Context: an optimization exercise on an open-source flow, tuned for small area. The choices shown serve that exercise and are no tape-out recipe.
The RTL was checked by simulation tests, not by an equivalence proof against the original design.
Power and IR drop assume default switching activity.

## mmu_hostport
module mmu_hostport (
    input  wire       clk,
    input  wire       rst,
    input  wire       in_valid,
    input  wire [7:0] in_data,
    output wire       in_ready,
    output wire       out_valid,
    output wire [7:0] out_data,
    input  wire       out_ready
);
    localparam [119:0] DEFAULT_COMPAT = 120'h00001020A020280202B02300A60218;
    localparam [3:0] S_CLR    = 4'd0;
    localparam [3:0] S_IDLE   = 4'd1;
    localparam [3:0] S_ID     = 4'd2;    
    localparam [3:0] S_ACC    = 4'd3;    
    localparam [3:0] S_WAIT   = 4'd4;    
    localparam [3:0] S_HDR    = 4'd5;    
    localparam [3:0] S_FRAME  = 4'd6;    
    localparam [3:0] S_FDEC   = 4'd7;    
    localparam [3:0] S_DEND   = 4'd8;
    localparam [3:0] S_ARG1   = 4'd9;    
    localparam [3:0] S_BSET   = 4'd10;
    localparam [3:0] S_HEX    = 4'd11;
    localparam [3:0] S_COMMIT = 4'd12;
    localparam [3:0] S_STREAM = 4'd13;
    reg [3:0]   st;
    reg [1:0]   mode;
    reg [4:0]   idx;
    reg [6:0]   addr;
    reg         bad, kc, vbit, arm, nlo;
    reg [7:0]   obuf;
    reg         ov;
    reg [3:0]   p, q;
    reg         flash;
    reg [119:0] cr;     
    reg [119:0] hb;     
    reg [47:0]  ls;     
    wire [3:0] q1 = q + 4'd1;
    wire [7:0] chead, hhead, htail;
    wire [7:0] ctap [0:3];
    wire [2:0] lhead;
    genvar g;
    generate
        for (g = 0; g < 8; g = g + 1) begin : heads
            assign chead[g]   = cr[15*g];
            assign ctap[0][g] = cr[15*g];
            assign ctap[1][g] = cr[15*g + 4];
            assign ctap[2][g] = cr[15*g + 8];
            assign ctap[3][g] = cr[15*g + 12];
            assign hhead[g]   = hb[15*g];
            assign htail[g]   = hb[15*g + 14];
        end
        for (g = 0; g < 3; g = g + 1) begin : lheads
  ...
Size in the first run: about 1000 cells after synthesis.
export LEC_CHECK = 0
export CAP_MARGIN = 20
export CORE_MARGIN = 2
export CORE_UTILIZATION = 50
export SLEW_MARGIN = 20
create_clock -name core_clock -period 10.0 [get_ports {clk}]
standard.sh (not shown) runs the stock make flow with config.mk's settings and CLKGATE_MAP_FILE= SYNTH_SCRIPT=/design/flow/synth_recipe.tcl, a recipe that flattens the netlist after the stock synthesis.
==> flow/flow/run.sh <==
#!/bin/bash
# Layout flow: the standard ORFS flow (standard.sh) with
#  - synthesis: the standard synthesis script, but ABC maps with the
#    area-oriented script flow/area.abc and adders are left to ABC instead
#    of being extracted into half/full-adder cells (registers unchanged);
#  - CTS without dummy loads, with the buffers and clustering below;
#  - port buffers of the smallest buffer cell.
# Every tool's output goes to a log file in this folder.
set -euo pipefail
W=$PWD
cat > "$W/own_synth.tcl" <<TCL
proc extract_fa {args} { puts "own flow: extract_fa skipped" }
proc abc {args} {
  set i [lsearch -exact \$args -script]
  if {\$i >= 0} { set args [lreplace \$args [expr {\$i+1}] [expr {\$i+1}] $W/flow/area.abc] }
  puts "own flow: abc \$args"
  yosys abc {*}\$args
}
source $W/synth_recipe.tcl
TCL
CTS="-sink_clustering_enable -repair_clock_nets -dont_use_dummy_load ${OWN_CTS:--buf_list {sky130_fd_sc_hd__clkbuf_8 sky130_fd_sc_hd__clkbuf_16} -sink_clustering_size 16 -sink_clustering_max_diameter 50}"
bash standard.sh "SYNTH_SCRIPT=$W/own_synth.tcl" "CTS_ARGS=$CTS" \
  "BUFFER_PORTS_ARGS=-buffer_cell sky130_fd_sc_hd__buf_1" finish > "$W/own_flow.log" 2>&1
==> flow/flow/area.abc <==
strash; &get -n; &fraig -x; &put; scorr; dc2; strash; &get -n; &dch -f; &nf -R 1000; &put
The first run did not get past clock tree synthesis on CTS-0126.
Edit:
--- a/flow/flow/run.sh
+++ b/flow/flow/run.sh
@@ -19,5 +19,7 @@
 source $W/synth_recipe.tcl
 TCL
-CTS="-sink_clustering_enable -repair_clock_nets -dont_use_dummy_load ${OWN_CTS:--buf_list {sky130_fd_sc_hd__clkbuf_8 sky130_fd_sc_hd__clkbuf_16} -sink_clustering_size 16 -sink_clustering_max_diameter 50}"
+CTS="-sink_clustering_enable -repair_clock_nets -dont_use_dummy_load"
+CTS="$CTS -buf_list {sky130_fd_sc_hd__clkbuf_8 sky130_fd_sc_hd__clkbuf_16}"
+CTS="$CTS -sink_clustering_size 16 -sink_clustering_max_diameter 50"
 bash standard.sh "SYNTH_SCRIPT=$W/own_synth.tcl" "CTS_ARGS=$CTS" \
   "BUFFER_PORTS_ARGS=-buffer_cell sky130_fd_sc_hd__buf_1" finish > "$W/own_flow.log" 2>&1
Result: The new run finished clean. Area after synthesis is unchanged. Synthesized cell count is unchanged.
Edit:
--- a/flow/flow/run.sh
+++ b/flow/flow/run.sh
@@ -20,6 +20,6 @@
 TCL
 CTS="-sink_clustering_enable -repair_clock_nets -dont_use_dummy_load"
-CTS="$CTS -buf_list {sky130_fd_sc_hd__clkbuf_8 sky130_fd_sc_hd__clkbuf_16}"
-CTS="$CTS -sink_clustering_size 16 -sink_clustering_max_diameter 50"
+CTS="$CTS -buf_list {sky130_fd_sc_hd__clkbuf_16}"
+CTS="$CTS -sink_clustering_size 30 -sink_clustering_max_diameter 80"
 bash standard.sh "SYNTH_SCRIPT=$W/own_synth.tcl" "CTS_ARGS=$CTS" \
   "BUFFER_PORTS_ARGS=-buffer_cell sky130_fd_sc_hd__buf_1" finish > "$W/own_flow.log" 2>&1
--- a/flow/config.mk
+++ b/flow/config.mk
@@ -8,4 +8,5 @@
 export CAP_MARGIN = 20
 export CORE_MARGIN = 2
-export CORE_UTILIZATION = 50
+export CORE_UTILIZATION = 65
+export GPL_TIMING_DRIVEN = 0
 export SLEW_MARGIN = 20
=>
- routed wire length fell by 3.5%
- worst setup slack got worse by 0.23 ns
- cell count fell by 6.3%
- first-iteration DRC count rose by 34%
- worst hold slack improved by 0.024 ns
- combinational power fell by 5.5%
- cell area fell by 4.3%
- synthesized cell count is unchanged
- utilization rose by 15 points
- non-clock buffer count fell by 13
- clock power fell by about 30%
Edit:
--- a/flow/config.mk
+++ b/flow/config.mk
@@ -8,5 +8,5 @@
 export CAP_MARGIN = 20
 export CORE_MARGIN = 2
-export CORE_UTILIZATION = 65
+export CORE_UTILIZATION = 50
 export GPL_TIMING_DRIVEN = 0
 export SLEW_MARGIN = 20
Result: Synthesized cell count stays the same. Worst setup slack gets worse by 0.25 ns. Hold slack got worse by 0.041 ns.


Setup of the reference run:
mmu_hostport, a different RTL version from the one above (not shown whole).
Size in the first run: roughly 950 cells after synthesis, ~22 I/O pins, ~0.010 mm^2 of cells after synthesis.
export LEC_CHECK = 0
export CAP_MARGIN = 20
export CORE_MARGIN = 2
export CORE_UTILIZATION = 50
export GPL_TIMING_DRIVEN = 0
export SLEW_MARGIN = 20
create_clock -name core_clock -period 10.0 [get_ports {clk}]
==> flow/flow/run.sh <==
#!/bin/bash
# Layout flow: the standard ORFS flow (standard.sh) with
#  - synthesis: the standard synthesis script, but ABC maps (after &deepsyn, time-bounded) with the
#    area-oriented script flow/area.abc and adders are left to ABC instead
#    of being extracted into half/full-adder cells (registers unchanged);
#  - CTS without dummy loads, with the buffers and clustering below;
#  - port buffers of the smallest buffer cell.
# Every tool's output goes to a log file in this folder.
set -euo pipefail
W=$PWD
cat > "$W/own_synth.tcl" <<TCL
proc extract_fa {args} { puts "own flow: extract_fa skipped" }
proc abc {args} {
  set i [lsearch -exact \$args -script]
  if {\$i >= 0} { set args [lreplace \$args [expr {\$i+1}] [expr {\$i+1}] $W/flow/area.abc] }
  puts "own flow: abc \$args"
  yosys abc {*}\$args
}
source $W/synth_recipe.tcl
TCL
CTS="-sink_clustering_enable -repair_clock_nets -dont_use_dummy_load"
CTS="$CTS -buf_list {sky130_fd_sc_hd__clkbuf_16}"
CTS="$CTS -sink_clustering_size 30 -sink_clustering_max_diameter 80"
bash standard.sh "SYNTH_SCRIPT=$W/own_synth.tcl" "CTS_ARGS=$CTS" \
  "BUFFER_PORTS_ARGS=-buffer_cell sky130_fd_sc_hd__buf_1" finish > "$W/own_flow.log" 2>&1
==> flow/flow/area.abc <==
strash; &get -n; &fraig -x; &deepsyn -T 120; &dch -f; &nf -R 1000; &put
Inputs modified between the reference run and the trial run:
Settings: CORE_UTILIZATION: 50 -> 72.
diff --git a/flow/flow/run.sh b/flow/flow/run.sh
--- a/flow/flow/run.sh
+++ b/flow/flow/run.sh
@@ -3 +3 @@
-#  - synthesis: the standard synthesis script, but ABC maps (after &deepsyn, time-bounded) with the
+#  - synthesis: the standard synthesis script, but ABC maps (after &deepsyn, time-bounded, then two &nf rounds) with the
@@ -22 +22 @@
-CTS="$CTS -buf_list {sky130_fd_sc_hd__clkbuf_16}"
+CTS="$CTS -buf_list {sky130_fd_sc_hd__clkbuf_16} -root_buf sky130_fd_sc_hd__clkbuf_8"
==> flow/flow/area.abc <==
strash; &get -n; &fraig -x; &deepsyn -T 120; &dch -f; &nf -p -R 1000; &put; strash; &get -n; &dch -f; &nf -p -R 1000; &put
Looking at the reports, the trial run completed the entire flow and the layout it produced met the timing, DRC and antenna checks. [compare] base=the reference run new=the trial run: critical-path maximum fanout now sits higher, relative contribution of sequential cells to total power now sits higher, count of multi-input combinational gates now sits lower, wire length of the first global-routing pass now sits higher, post-route worst setup slack now sits lower.


Starting RTL as in the previous note.
==> flow/config.mk <==
export PLATFORM = sky130hd
export DESIGN_NAME = mmu_hostport
export DESIGN_NICKNAME = mmu_hostport
export VERILOG_FILES = /design/flow/design.v
export SDC_FILE = /design/flow/constraint.sdc
export NUM_CORES = 4
export LEC_CHECK = 0
export CAP_MARGIN = 20
export CORE_MARGIN = 2
export CORE_UTILIZATION = 65
export GPL_TIMING_DRIVEN = 0
export SLEW_MARGIN = 20
==> flow/constraint.sdc <==
create_clock -name core_clock -period 10.0 [get_ports {clk}]
set_input_delay 2.0000 -clock core_clock [delete_from_list [all_inputs] [get_ports {clk}]]
set_output_delay 2.0000 -clock core_clock [all_outputs]
set_load 0.01 [all_outputs]
==> flow/flow/run.sh <==
#!/bin/bash
# Layout flow: the standard ORFS flow (standard.sh) with
#  - synthesis: the standard synthesis script, but ABC maps (after &deepsyn, time-bounded, then two &nf rounds) with the
#    area-oriented script flow/area.abc and adders are left to ABC instead
#    of being extracted into half/full-adder cells (registers unchanged);
#  - CTS without dummy loads, with the buffers and clustering below;
#  - port buffers of the smallest buffer cell.
# Every tool's output goes to a log file in this folder.
set -euo pipefail
W=$PWD
cat > "$W/own_synth.tcl" <<TCL
proc extract_fa {args} { puts "own flow: extract_fa skipped" }
proc abc {args} {
  set i [lsearch -exact \$args -script]
  if {\$i >= 0} { set args [lreplace \$args [expr {\$i+1}] [expr {\$i+1}] $W/flow/area.abc] }
  puts "own flow: abc \$args"
  yosys abc {*}\$args
}
source $W/synth_recipe.tcl
TCL
CTS="-sink_clustering_enable -repair_clock_nets -dont_use_dummy_load"
CTS="$CTS -buf_list {sky130_fd_sc_hd__clkbuf_16} -root_buf sky130_fd_sc_hd__clkbuf_8"
CTS="$CTS -sink_clustering_size 30 -sink_clustering_max_diameter 80"
bash standard.sh "SYNTH_SCRIPT=$W/own_synth.tcl" "CTS_ARGS=$CTS" \
  "BUFFER_PORTS_ARGS=-buffer_cell sky130_fd_sc_hd__buf_1" finish > "$W/own_flow.log" 2>&1
==> flow/flow/area.abc <==
strash; &get -n; &fraig -x; &deepsyn -T 120; &dch -f; &nf -p -R 1000; &put; strash; &get -n; &dch -f; &nf -p -R 1000; &put
Rerun with:
--- a/flow/flow/run.sh
+++ b/flow/flow/run.sh
@@ -2,3 +2,3 @@
 # Layout flow: the standard ORFS flow (standard.sh) with
-#  - synthesis: the standard synthesis script, but ABC maps (after &deepsyn, time-bounded, then two &nf rounds) with the
+#  - synthesis: the standard synthesis script, but ABC maps (after &deepsyn, time-bounded) with the
 #    area-oriented script flow/area.abc and adders are left to ABC instead
@@ -21,4 +21,4 @@
 CTS="-sink_clustering_enable -repair_clock_nets -dont_use_dummy_load"
-CTS="$CTS -buf_list {sky130_fd_sc_hd__clkbuf_16} -root_buf sky130_fd_sc_hd__clkbuf_8"
-CTS="$CTS -sink_clustering_size 30 -sink_clustering_max_diameter 80"
+CTS="$CTS -buf_list {sky130_fd_sc_hd__clkbuf_16}"
+CTS="$CTS -sink_clustering_size 36 -sink_clustering_max_diameter 60"
 bash standard.sh "SYNTH_SCRIPT=$W/own_synth.tcl" "CTS_ARGS=$CTS" \
==> flow/flow/area.abc (replaced) <==
strash; &get -n; &fraig -x; &deepsyn -T 120; &dch -f; &nf -R 1000; &put
--- a/flow/config.mk
+++ b/flow/config.mk
@@ -9,3 +9,3 @@
 export CORE_MARGIN = 2
-export CORE_UTILIZATION = 65
+export CORE_UTILIZATION = 70
 export GPL_TIMING_DRIVEN = 0
What happened: Power drops by 3.4%. Via count goes up by 5.9%. Wire length climbs by 10%. Clock skew rises by 41 ps. Cell area goes up by 1.3%. Core utilization is higher by 4.8 points. Clock power goes up by 5.2%. Cell count fell by 0.43%.
Rerun with:
--- a/flow/flow/run.sh
+++ b/flow/flow/run.sh
@@ -2,3 +2,3 @@
 # Layout flow: the standard ORFS flow (standard.sh) with
-#  - synthesis: the standard synthesis script, but ABC maps (after &deepsyn, time-bounded) with the
+#  - synthesis: the standard synthesis script, but ABC maps (after &deepsyn, time-bounded, then two &nf rounds) with the
 #    area-oriented script flow/area.abc and adders are left to ABC instead
@@ -22,3 +22,3 @@
 CTS="$CTS -buf_list {sky130_fd_sc_hd__clkbuf_16}"
-CTS="$CTS -sink_clustering_size 36 -sink_clustering_max_diameter 60"
+CTS="$CTS -sink_clustering_size 30 -sink_clustering_max_diameter 80"
 bash standard.sh "SYNTH_SCRIPT=$W/own_synth.tcl" "CTS_ARGS=$CTS" \
==> flow/flow/area.abc (replaced) <==
strash; &get -n; &fraig -x; &deepsyn -T 120; &dch -f; &nf -p -R 1000; &put; strash; &get -n; &dch -f; &nf -p -R 1000; &put
--- a/flow/config.mk
+++ b/flow/config.mk
@@ -9,3 +9,3 @@
 export CORE_MARGIN = 2
-export CORE_UTILIZATION = 70
+export CORE_UTILIZATION = 65
 export GPL_TIMING_DRIVEN = 0
Setup slack gains 85 ps.
Global-route usage fell by 4.5 points.
Cell area decreases by 1.1%.
Hold slack gets better by 28 ps.
Cell count rises by about 0.34%.
Clock skew falls by 48 ps.
Routed wire length went down by 7.5%.
Register-to-register slack improved by 770 ps.
Combinational power increases by 12%.
Sequential power grows by about 5%.
Rerun with:
--- a/flow/flow/run.sh
+++ b/flow/flow/run.sh
@@ -2,3 +2,3 @@
 # Layout flow: the standard ORFS flow (standard.sh) with
-#  - synthesis: the standard synthesis script, but ABC maps (after &deepsyn, time-bounded, then two &nf rounds) with the
+#  - synthesis: the standard synthesis script, but ABC maps (after &deepsyn, time-bounded) with the
 #    area-oriented script flow/area.abc and adders are left to ABC instead
==> flow/flow/area.abc (replaced) <==
strash; &get -n; &fraig -x; &deepsyn -T 120; &dch -f; &nf -R 1000; &put
What happened: Cell area went up by 1.7%. Routed wire length went up by 13%. Setup slack is worse by 100 ps. Power went down by 3.3%. Cell count went up by 2.1%. Sequential power went down by about 5%. Synthesized cell count is unchanged. Area after synthesis went up by 1.1%. Register-to-register slack is worse by 310 ps. Sequential cell count stays the same. Non-clock buffer count went up by 1.

afterwards: timing with drivers on the ports:
No port has a modelled driver above. Below, the same layouts with a new extraction and two added sets of constraints. Step 1: set_driving_cell puts a clkbuf_16 on clk and a buf_2 on each other input, an assumption about the parent block. Step 2 also shifts input and output timing later by t, the mid clock arrival at the registers, as if the neighbouring blocks saw the same clock. Three values: ideal ports, drivers, drivers and shift; two values: the first two.
run	shift t [ns]	setup WS [ns]	worst slew at a driven data input, ns	cell pins on the clock port's net
the second run of note 1	0.573	4.439 / 4.392 / 4.035	0.03	1
the third run of note 1	0.530	4.212 / 4.167 / 3.768	0.03	1
the fourth run of note 1	0.525	3.958 / 3.910 / 4.118	0.03	1
the reference run	0.532	4.126 / 4.079 / 3.763	0.03	1
the trial run	0.570	3.630 / 3.594 / 3.603	0.03	1
the first run of note 3	0.572	3.822 / 3.782 / 3.724	0.03	1
the second run of note 3	0.521	3.774 / 3.734 / 3.487	0.04	1
the third run of note 3	0.526	3.859 / 3.817 / 3.636	0.03	1
the fourth run of note 3	0.528	3.757 / 3.713 / 3.736	0.04	1
After both steps setup and hold are still met in every run listed. The setup slack of the third run of note 1, which loses most, moves by -0.045 ns with the drivers and by -0.444 ns with both steps.
